Source: an optimization exercise on an open RTL-to-GDS flow (aim: small area, a short achievable clock period and few clock cycles per item). Production flows keep margins and buffers that such runs may drop. Where RTL was checked, it was by simulation tests only, not by an equivalence proof against the original. Power is estimated from default activity; no workload was simulated.

## run 1
## ams_frame_encoder
module ams_frame_encoder (
    input  wire        clk,
    input  wire        rst,
    input  wire        in_valid,
    output wire        in_ready,
    input  wire        in_clear,
    input  wire        in_stream,      
    input  wire [15:0] in_year,
    input  wire [7:0]  in_month,
    input  wire [7:0]  in_day,
    input  wire [7:0]  in_wday,
    input  wire [7:0]  in_hour,
    input  wire [7:0]  in_minute,
    input  wire [7:0]  in_second,
    input  wire [31:0] in_p,
    input  wire [31:0] in_po,
    input  wire [31:0] in_q,
    input  wire [31:0] in_qo,
    input  wire [31:0] in_i1,
    input  wire [31:0] in_i2,
    input  wire [31:0] in_i3,
    input  wire [15:0] in_u1,
    input  wire [15:0] in_u2,
    input  wire [15:0] in_u3,
    input  wire [31:0] in_tpi,
    input  wire [31:0] in_tpo,
    input  wire [31:0] in_tqi,
    input  wire [31:0] in_tqo,
    output wire        out_valid,
    input  wire        out_ready,
    output wire [7:0]  out_data,
    output wire        out_last
);
export LEC_CHECK = 0
export CAP_MARGIN = 20
export CORE_MARGIN = 2
export CORE_UTILIZATION = 40
export CTS_CLUSTER_DIAMETER = 90
export CTS_CLUSTER_SIZE = 24
export SLEW_MARGIN = 20
create_clock -name core_clock -period 10.0 [get_ports {clk}]
standard.sh (not shown) runs the stock make flow with config.mk's settings and CLKGATE_MAP_FILE= SYNTH_SCRIPT=/design/flow/synth_recipe.tcl, a recipe that flattens the netlist after the stock synthesis.
==> flow/flow/run.sh <==
#!/bin/bash
set -euo pipefail
export BUFFER_PORTS_ARGS="-buffer_cell sky130_fd_sc_hd__buf_1"
export SETUP_SLACK_MARGIN=6.8
bash standard.sh finish > standard_flow.log 2>&1
Run 1 did not stop at any stage, and its layout met the timing, design-rule and antenna checks.
Testbench counts of run 1, summed over its fixed seeds: cycles 73,138, items 512.
--- input diff run 1..run 2 ---
- a change of CTS_CLUSTER_SIZE from 24 to 20
- a change of CTS_CLUSTER_DIAMETER from 90 to 80
-- flow/flow/run.sh --
<<< run 1, line 4
export SETUP_SLACK_MARGIN=6.8
>>> run 2, line 4
export SETUP_SLACK_MARGIN=6.6
### Flow results
- Sequential portion of the cell area is lower on run 1
- Diff run 1 -> run 2 | count of clock-buffer cells in the layout | up by a few percent
- Between run 1 and run 2, the critical path depth is lower for run 2.
[inputs] run 3 vs run 2
-- flow/flow/run.sh --
<<< run 2, line 4
export SETUP_SLACK_MARGIN=6.6
>>> run 3, line 4
export SETUP_SLACK_MARGIN=6.8
### Flow results
- The final layout from run 3, which completed every stage, passed the timing, design-rule and antenna checks at the end of the flow.
- Looking only at length of the first detailed-routing pass in iterations, and setting everything else aside, the lower value of run 2 and run 3 goes to run 2.
- Run 3 reports its highest-delay cell along the critical path as sky130_fd_sc_hd__edfxtp_1 while run 2 reports sky130_fd_sc_hd__nor4_1.
- First-pass GRT wire length sits lower in run 3 than in run 2.
- | logic gate share of total power | run 3 vs run 2 | 0.4 points higher |
- In the flow results for run 2 and run 3, the setup slack is smaller on run 2.
- Run 3 -> run 2: path depth of the worst reg2reg path delta 0, exact match
- Between run 2 and run 3, the utilization of the core after routing is higher for run 3.
- For the post-synthesis to final-layout area growth, run 3 came in 3.0 points higher than run 2 did.
- Run 2 vs run 3, launching element of the worst setup path: in_stream vs out_d[1]$_DFFE_PP_
- Run 3 reports its critical path class as register to output pin while run 2 reports input pin to register.
- Taking run 2 as the reference, in run 3 met3 global-route usage shows a reduction of 0.50 points, register share of the cell area fell 1.4 points, detailed-route wire length went up by 0.33%, setup slack at placement went up 0.14 ns.

---

Another version of the RTL of ams_frame_encoder (not shown whole).
Size in the first run: roughly 570 flip-flops, about 480 I/O pins, about 0.025 mm^2 of cells after synthesis.
==> flow/design.v (excerpt) <==
module ams_frame_encoder (
    input  wire        clk,
    input  wire        rst,
    input  wire        in_valid,
    output wire        in_ready,
    input  wire        in_clear,
    input  wire        in_stream,      
    input  wire [15:0] in_year,
    input  wire [7:0]  in_month,
    input  wire [7:0]  in_day,
    input  wire [7:0]  in_wday,
    input  wire [7:0]  in_hour,
    input  wire [7:0]  in_minute,
    input  wire [7:0]  in_second,
    input  wire [31:0] in_p,
    input  wire [31:0] in_po,
    input  wire [31:0] in_q,
    input  wire [31:0] in_qo,
    input  wire [31:0] in_i1,
    input  wire [31:0] in_i2,
    input  wire [31:0] in_i3,
    input  wire [15:0] in_u1,
    input  wire [15:0] in_u2,
    input  wire [15:0] in_u3,
    input  wire [31:0] in_tpi,
    input  wire [31:0] in_tpo,
    input  wire [31:0] in_tqi,
    input  wire [31:0] in_tqo,
    output wire        out_valid,
    input  wire        out_ready,
    output wire [7:0]  out_data,
    output wire        out_last
);
    reg        v0, v1;
    reg [15:0] l0_y;
    reg [7:0]  l0_mo, l0_d, l0_w, l0_h, l0_mi;
    reg [4:0]  l0_q;
    reg [15:0] l1_y;
    reg [7:0]  l1_mo, l1_d, l1_w, l1_h;
    wire [4:0] sec_q = in_second / 8'd10;
    wire [7:0] l0_s = {3'd0, l0_q} * 8'd10;
    wire e0_a = v0 && ({in_year, in_month, in_day} == {l0_y, l0_mo, l0_d});
  ...
export LEC_CHECK = 0
export CAP_MARGIN = 20
export CORE_MARGIN = 2
export CORE_UTILIZATION = 55
export CTS_BUF_LIST = sky130_fd_sc_hd__clkbuf_4 sky130_fd_sc_hd__clkbuf_8 sky130_fd_sc_hd__clkbuf_16
export CTS_CLUSTER_DIAMETER = 100
export CTS_CLUSTER_SIZE = 30
export SLEW_MARGIN = 20
create_clock -name core_clock -period 10.0 [get_ports {clk}]
==> flow/flow/run.sh <==
#!/bin/bash
set -euo pipefail
export BUFFER_PORTS_ARGS="-buffer_cell sky130_fd_sc_hd__buf_1"
export SETUP_SLACK_MARGIN=7
bash standard.sh finish > standard_flow.log 2>&1
The starting point completed with no timing, DRC or antenna violations.
Change:
Settings changed: CORE_UTILIZATION 55 to 40, CTS_BUF_LIST sky130_fd_sc_hd__clkbuf_4 sky130_fd_sc_hd__clkbuf_8 sky130_fd_sc_hd__clkbuf_16 to not set, CTS_CLUSTER_DIAMETER 100 to not set, CTS_CLUSTER_SIZE 30 to not set.
The changed run went through all stages and came out clean.
Total power rose by 24%.
Clock skew goes up by 13 ps.
Routed wire length went up by 8.0%.
Setup slack is better by 48 ps.
Sequential power barely changes.
Clock-buffer cell count goes up by 31.
Die area is higher by about 37%.
Fmax rose by about 1.4%.
Cell area rose by 4.5%.
Register-to-register slack is better by 20 ps.
No functional check of the RTL was part of any run of this note.

---

== run A ==
ams_frame_encoder, a different RTL version from the one above (not shown whole).
Size: ~1900 cells after synthesis, roughly 480 I/O pins, roughly 0.026 mm² of cells after synthesis.
export LEC_CHECK = 0
export CAP_MARGIN = 20
export CORE_MARGIN = 2
export CORE_UTILIZATION = 40
export CTS_CLUSTER_DIAMETER = 80
export CTS_CLUSTER_SIZE = 20
export SLEW_MARGIN = 20
create_clock -name core_clock -period 10.0 [get_ports {clk}]
==> flow/flow/run.sh <==
#!/bin/bash
set -euo pipefail
export BUFFER_PORTS_ARGS="-buffer_cell sky130_fd_sc_hd__buf_1"
export SETUP_SLACK_MARGIN=6.8
bash standard.sh finish > standard_flow.log 2>&1
Run A finished every stage and its layout cleared the timing, design-rule and antenna checks.
Relative to run A, the following input files were edited for run B:
diff --git a/flow/flow/run.sh b/flow/flow/run.sh
--- a/flow/flow/run.sh
+++ b/flow/flow/run.sh
@@ -4 +4 @@
-export SETUP_SLACK_MARGIN=6.8
+export SETUP_SLACK_MARGIN=6.6
### Flow results
[run B] share of power burned in registers rose 0.4 points relative to run A
The lower routed wire length came out of run B.
Going from run A to run B, via total after detailed routing went down by 646; combined buffer and inverter count along the critical path went down by 1.
Compared with run A, run B shows combinational group share of total power lower by 0.4 points.
Measured against each other, run A and run B differ in area growth from synthesis to final layout, the higher figure coming from run A.
No run of this note included a check of the RTL's function; only the layout flow was run.

---

Another version of the RTL of ams_frame_encoder (not shown whole).
For scale: about 580 flip-flops, about 480 I/O pins, roughly 26000 um^2 of cells after synthesis.
==> flow/config.mk <==
export PLATFORM = sky130hd
export DESIGN_NAME = ams_frame_encoder
export DESIGN_NICKNAME = ams_frame_encoder
export VERILOG_FILES = /design/flow/design.v
export SDC_FILE = /design/flow/constraint.sdc
export NUM_CORES = 4
export LEC_CHECK = 0
export CAP_MARGIN = 20
export CORE_MARGIN = 2
export CORE_UTILIZATION = 40
export SETUP_SLACK_MARGIN = 5
export SLEW_MARGIN = 20
==> flow/constraint.sdc <==
create_clock -name core_clock -period 10.0 [get_ports {clk}]
set_input_delay 2.0000 -clock core_clock [delete_from_list [all_inputs] [get_ports {clk}]]
set_output_delay 2.0000 -clock core_clock [all_outputs]
set_load 0.01 [all_outputs]
==> flow/flow/run.sh <==
#!/bin/bash
set -euo pipefail
export BUFFER_PORTS_ARGS="-buffer_cell sky130_fd_sc_hd__buf_1"
bash standard.sh finish > standard_flow.log 2>&1
Rerun with:
==> flow/flow/run.sh (replaced) <==
#!/bin/bash
set -euo pipefail
export BUFFER_PORTS_ARGS="-buffer_cell sky130_fd_sc_hd__buf_1"
export SETUP_SLACK_MARGIN=7
bash standard.sh finish > standard_flow.log 2>&1
Settings changed: SETUP_SLACK_MARGIN 5 to unset.
Effect: The new run completed with no timing, DRC or antenna violations. Wire length goes up by 8.3%. Clock power goes up by about 5%. Worst hold slack loses 0.012 ns. Critical path depth goes down by 8. Global-route usage goes up by 1.6 points. Via count goes up by 4.3%. Non-clock buffer count goes up by 128. Total power goes up by 3.2%. Die area is unchanged. Setup slack gains 1.2 ns. Area after synthesis is unchanged.
Function was not checked in any run of this note: the RTL went through the layout flow alone.

---

== v37 ==
RTL: one of the versions met above, not the one the previous note started from.
For scale: ~1,900 cells after synthesis, about 580 flip-flops, roughly 26,000 µm² of cells after synthesis.
==> flow/config.mk <==
export PLATFORM = sky130hd
export DESIGN_NAME = ams_frame_encoder
export DESIGN_NICKNAME = ams_frame_encoder
export VERILOG_FILES = /design/flow/design.v
export SDC_FILE = /design/flow/constraint.sdc
export NUM_CORES = 4
export LEC_CHECK = 0
export CAP_MARGIN = 20
export CORE_MARGIN = 2
export CORE_UTILIZATION = 47
export CTS_CLUSTER_DIAMETER = 80
export CTS_CLUSTER_SIZE = 20
export SLEW_MARGIN = 20
==> flow/constraint.sdc <==
create_clock -name core_clock -period 10.0 [get_ports {clk}]
set_input_delay 2.0000 -clock core_clock [delete_from_list [all_inputs] [get_ports {clk}]]
set_output_delay 2.0000 -clock core_clock [all_outputs]
set_load 0.01 [all_outputs]
==> flow/flow/run.sh <==
#!/bin/bash
set -euo pipefail
export BUFFER_PORTS_ARGS="-buffer_cell sky130_fd_sc_hd__buf_1"
export SETUP_SLACK_MARGIN=6.8
bash standard.sh finish > standard_flow.log 2>&1
v37: all stages complete, timing, DRC and antenna checks passed
Testbench counts of v37, summed over its fixed seeds: cycles 73,138, items 512.
Modified inputs, v11 compared to v37
==> flow/flow/run.sh <==
#!/bin/bash
set -euo pipefail
export BUFFER_PORTS_ARGS="-buffer_cell sky130_fd_sc_hd__buf_1"
export SETUP_SLACK_MARGIN=6.6
bash standard.sh finish > standard_flow.log 2>&1
-- flow/config.mk --
<<< v37, line 8
export CAP_MARGIN = 20
export CORE_MARGIN = 2
export CORE_UTILIZATION = 47
export CTS_CLUSTER_DIAMETER = 80
export CTS_CLUSTER_SIZE = 20
export SLEW_MARGIN = 20
>>> v11, line 8
export CAP_MARGIN = 20
export CORE_MARGIN = 2
export CORE_UTILIZATION = 40
export SLEW_MARGIN = 20
### Flow results
Compared to v37, v11 has number of standard-cell rows in the floorplan about 8% higher. Compared with v37, v11 shows a non-clock buffer instance count of the final layout that is 56 lower. In the tables for v37 and v11, global-route usage reads lower with v11. | end-of-flow core utilization | v11 vs v37 | 8.1 points lower |. Diff v37 -> v11: total detailed-routing wirelength went up by about 1.4%, post-synthesis to final-layout area growth picked up an extra 0.79 points, share of cell area taken by flip-flops and latches lost 0.37 points. In the tables for v37 and v11, area enclosed by the die boundary reads higher with v11. Any difference in via count between v11 and v37 is small enough to ignore. Diff v37 -> v11: clock skew +17 ps; maximum frequency -0.011 GHz.
[inputs] v6 vs v11
==> flow/flow/run.sh <==
#!/bin/bash
set -euo pipefail
export BUFFER_PORTS_ARGS="-buffer_cell sky130_fd_sc_hd__buf_1"
export SETUP_SLACK_MARGIN=6.3
bash standard.sh finish > standard_flow.log 2>&1
-- flow/config.mk --
<<< v11, line 9
export CORE_MARGIN = 2
export CORE_UTILIZATION = 40
export SLEW_MARGIN = 20
>>> v6, line 9
export CORE_MARGIN = 2
export CORE_UTILIZATION = 40
export CTS_CLUSTER_DIAMETER = 80
export CTS_CLUSTER_SIZE = 20
export SLEW_MARGIN = 20
Results
Each of the runs, namely v6 and v11, reached the end of the flow and came out clean. Measured against each other, v6 and v11 differ in worst setup margin, the higher figure coming from v11. Looking at share of cells above drive strength 1 across v6 and v11, the one that comes out lower is v6. Looking at path depth of the worst reg2reg path, v6 sits 1 below v11. Summary: with v11 as the reference, number of vias in the routed layout in v6 moved down by a few percent. Area: v6 vs v11 -> v6 smaller. v6: delay of the slowest cell on the worst path 260 ps above v11.
For v31, these inputs were changed with respect to v6:
==> flow/flow/run.sh <==
#!/bin/bash
set -euo pipefail
export BUFFER_PORTS_ARGS="-buffer_cell sky130_fd_sc_hd__buf_1"
export SETUP_SLACK_MARGIN=7
bash standard.sh finish > standard_flow.log 2>&1
-- flow/config.mk --
<<< v6, line 9
export CORE_MARGIN = 2
export CORE_UTILIZATION = 40
export CTS_CLUSTER_DIAMETER = 80
export CTS_CLUSTER_SIZE = 20
export SLEW_MARGIN = 20
>>> v31, line 9
export CORE_MARGIN = 2
export CORE_UTILIZATION = 40
export SLEW_MARGIN = 20
## What came out
The flow did not stop early for v31: all stages ran, and the layout cleared the timing, design-rule and antenna checks. out_d[6]$_DFFE_PP_ as the start point of the critical path was reported by v31, and pos[4]$_SDFFE_PP0P_ by v6. v31 vs v6 — routed metal-1 wirelength rose 3.7%. v31 vs. v6: number of remaining DRC errors stayed essentially flat, combinational power rose by 14%.
[inputs] v13 vs v31
-- flow/config.mk --
<<< v31, line 9
export CORE_MARGIN = 2
export CORE_UTILIZATION = 40
export SLEW_MARGIN = 20
>>> v13, line 9
export CORE_MARGIN = 2
export CORE_UTILIZATION = 40
export CTS_CLUSTER_DIAMETER = 80
export CTS_CLUSTER_SIZE = 20
export SLEW_MARGIN = 20
Between v13 and v31, it is v13 whose clock share of power is lower, by 7.6 points. Delta (v13 minus v31): global-route met2 utilization increased by 0.18 points relative to the old numbers; non-clock buffer count lower; final area decreased about 2.5%; clock network power consumption decreased about 28%; worst setup slack went up. The core of v13 is less densely filled than that of v31. Against v31, v13 comes in 1.2 points lower on share of final-layout standard cells stronger than drive strength 1. Between v31 and v13, the difference in global-route usage is negligible.

---

ams_frame_encoder with an RTL version that a note above also has.
Size: about 1900 cells after synthesis, roughly 570 flip-flops, about 480 I/O pins.
clock: 10.0 ns
lec_check: 0
cap_margin: 20
core_margin: 2
core_utilization: 55
cts_cluster_diameter: 100
cts_cluster_size: 30
slew_margin: 20
==> flow/flow/run.sh <==
#!/bin/bash
set -euo pipefail
export BUFFER_PORTS_ARGS="-buffer_cell sky130_fd_sc_hd__buf_1"
export SETUP_SLACK_MARGIN=7
bash standard.sh finish > standard_flow.log 2>&1
Change:
--- a/flow/config.mk
+++ b/flow/config.mk
@@ -11,2 +11,2 @@
-export CTS_CLUSTER_DIAMETER = 100
-export CTS_CLUSTER_SIZE = 30
+export CTS_CLUSTER_DIAMETER = 80
+export CTS_CLUSTER_SIZE = 20
What happened:
- The new run ran to the end with no violations
- count of clock-buffer cells in the layout went up by 3
- final area went up by 0.36%
- critical path depth does not change
No functional check of the RTL was part of any run of this note.

-- separate check: timing with driven ports --
How much do the figures lean on ideal ports? The routed layouts below were timed once more, with nothing changed but the port constraints.
Step 1, drivers: a clkbuf_16 drives clk and a buf_2 each remaining input, both assumed.
Step 2 adds t to the input delays and takes it off the output delays; t is the mean of the earliest and latest rising clock arrival at the registers after step 1. Input paths then give back, and output paths get back, about the clock's delay inside the block.
a / b / c = no drivers / after step 1 / after step 2; a / b = the first two.
| run | t (ns) | slack for setup (ns) | clock arrival spread, ns | worst data-port slew with drivers (ns) | pins driven straight from the clock port |
|---|---|---|---|---|---|
| run 1 | 0.643 | 6.681 / 6.680 / 6.242 | 0.041 / 0.040 | 0.17 | 1 |
| run 2 | 0.655 | 6.619 / 6.649 / 6.003 | 0.029 / 0.029 | 0.16 | 1 |
| run 3 | 0.669 | 6.734 / 6.668 / 6.206 | 0.046 / 0.047 | 0.16 | 1 |
| the first run of note 2 | 0.638 | 6.584 / 6.596 / 5.958 | 0.043 / 0.044 | 0.15 | 1 |
| the second run of note 2 | 0.694 | 6.632 / 6.622 / 5.947 | 0.057 / 0.057 | 0.17 | 1 |
| run A | 0.654 | 6.592 / 6.592 / 6.055 | 0.049 / 0.048 | 0.13 | 1 |
| run B | 0.635 | 6.515 / 6.523 / 5.889 | 0.057 / 0.057 | 0.16 | 1 |
| the first run of note 4 | 0.667 | 5.421 / 5.421 / 5.072 | 0.033 / 0.033 | 0.16 | 1 |
| the second run of note 4 | 0.685 | 6.601 / 6.534 / 6.161 | 0.044 / 0.044 | 0.15 | 1 |
| v37 | 0.645 | 6.745 / 6.683 / 6.158 | 0.039 / 0.038 | 0.16 | 1 |
| v11 | 0.670 | 6.625 / 6.625 / 6.025 | 0.058 / 0.058 | 0.15 | 1 |
| v6 | 0.658 | 6.313 / 6.313 / 5.842 | 0.031 / 0.032 | 0.17 | 1 |
| v31 | 0.710 | 6.681 / 6.612 / 6.129 | 0.032 / 0.032 | 0.18 | 1 |
| v13 | 0.649 | 6.709 / 6.646 / 6.221 | 0.028 / 0.029 | 0.17 | 1 |
| the first run of note 6 | 0.635 | 6.576 / 6.587 / 5.953 | 0.043 / 0.043 | 0.17 | 1 |
| the second run of note 6 | 0.637 | 6.549 / 6.562 / 5.926 | 0.033 / 0.033 | 0.15 | 1 |
After both steps setup and hold are still met in every run listed. The setup slack of the second run of note 2, which loses most, moves by -0.010 ns with the drivers and by -0.685 ns with both steps.
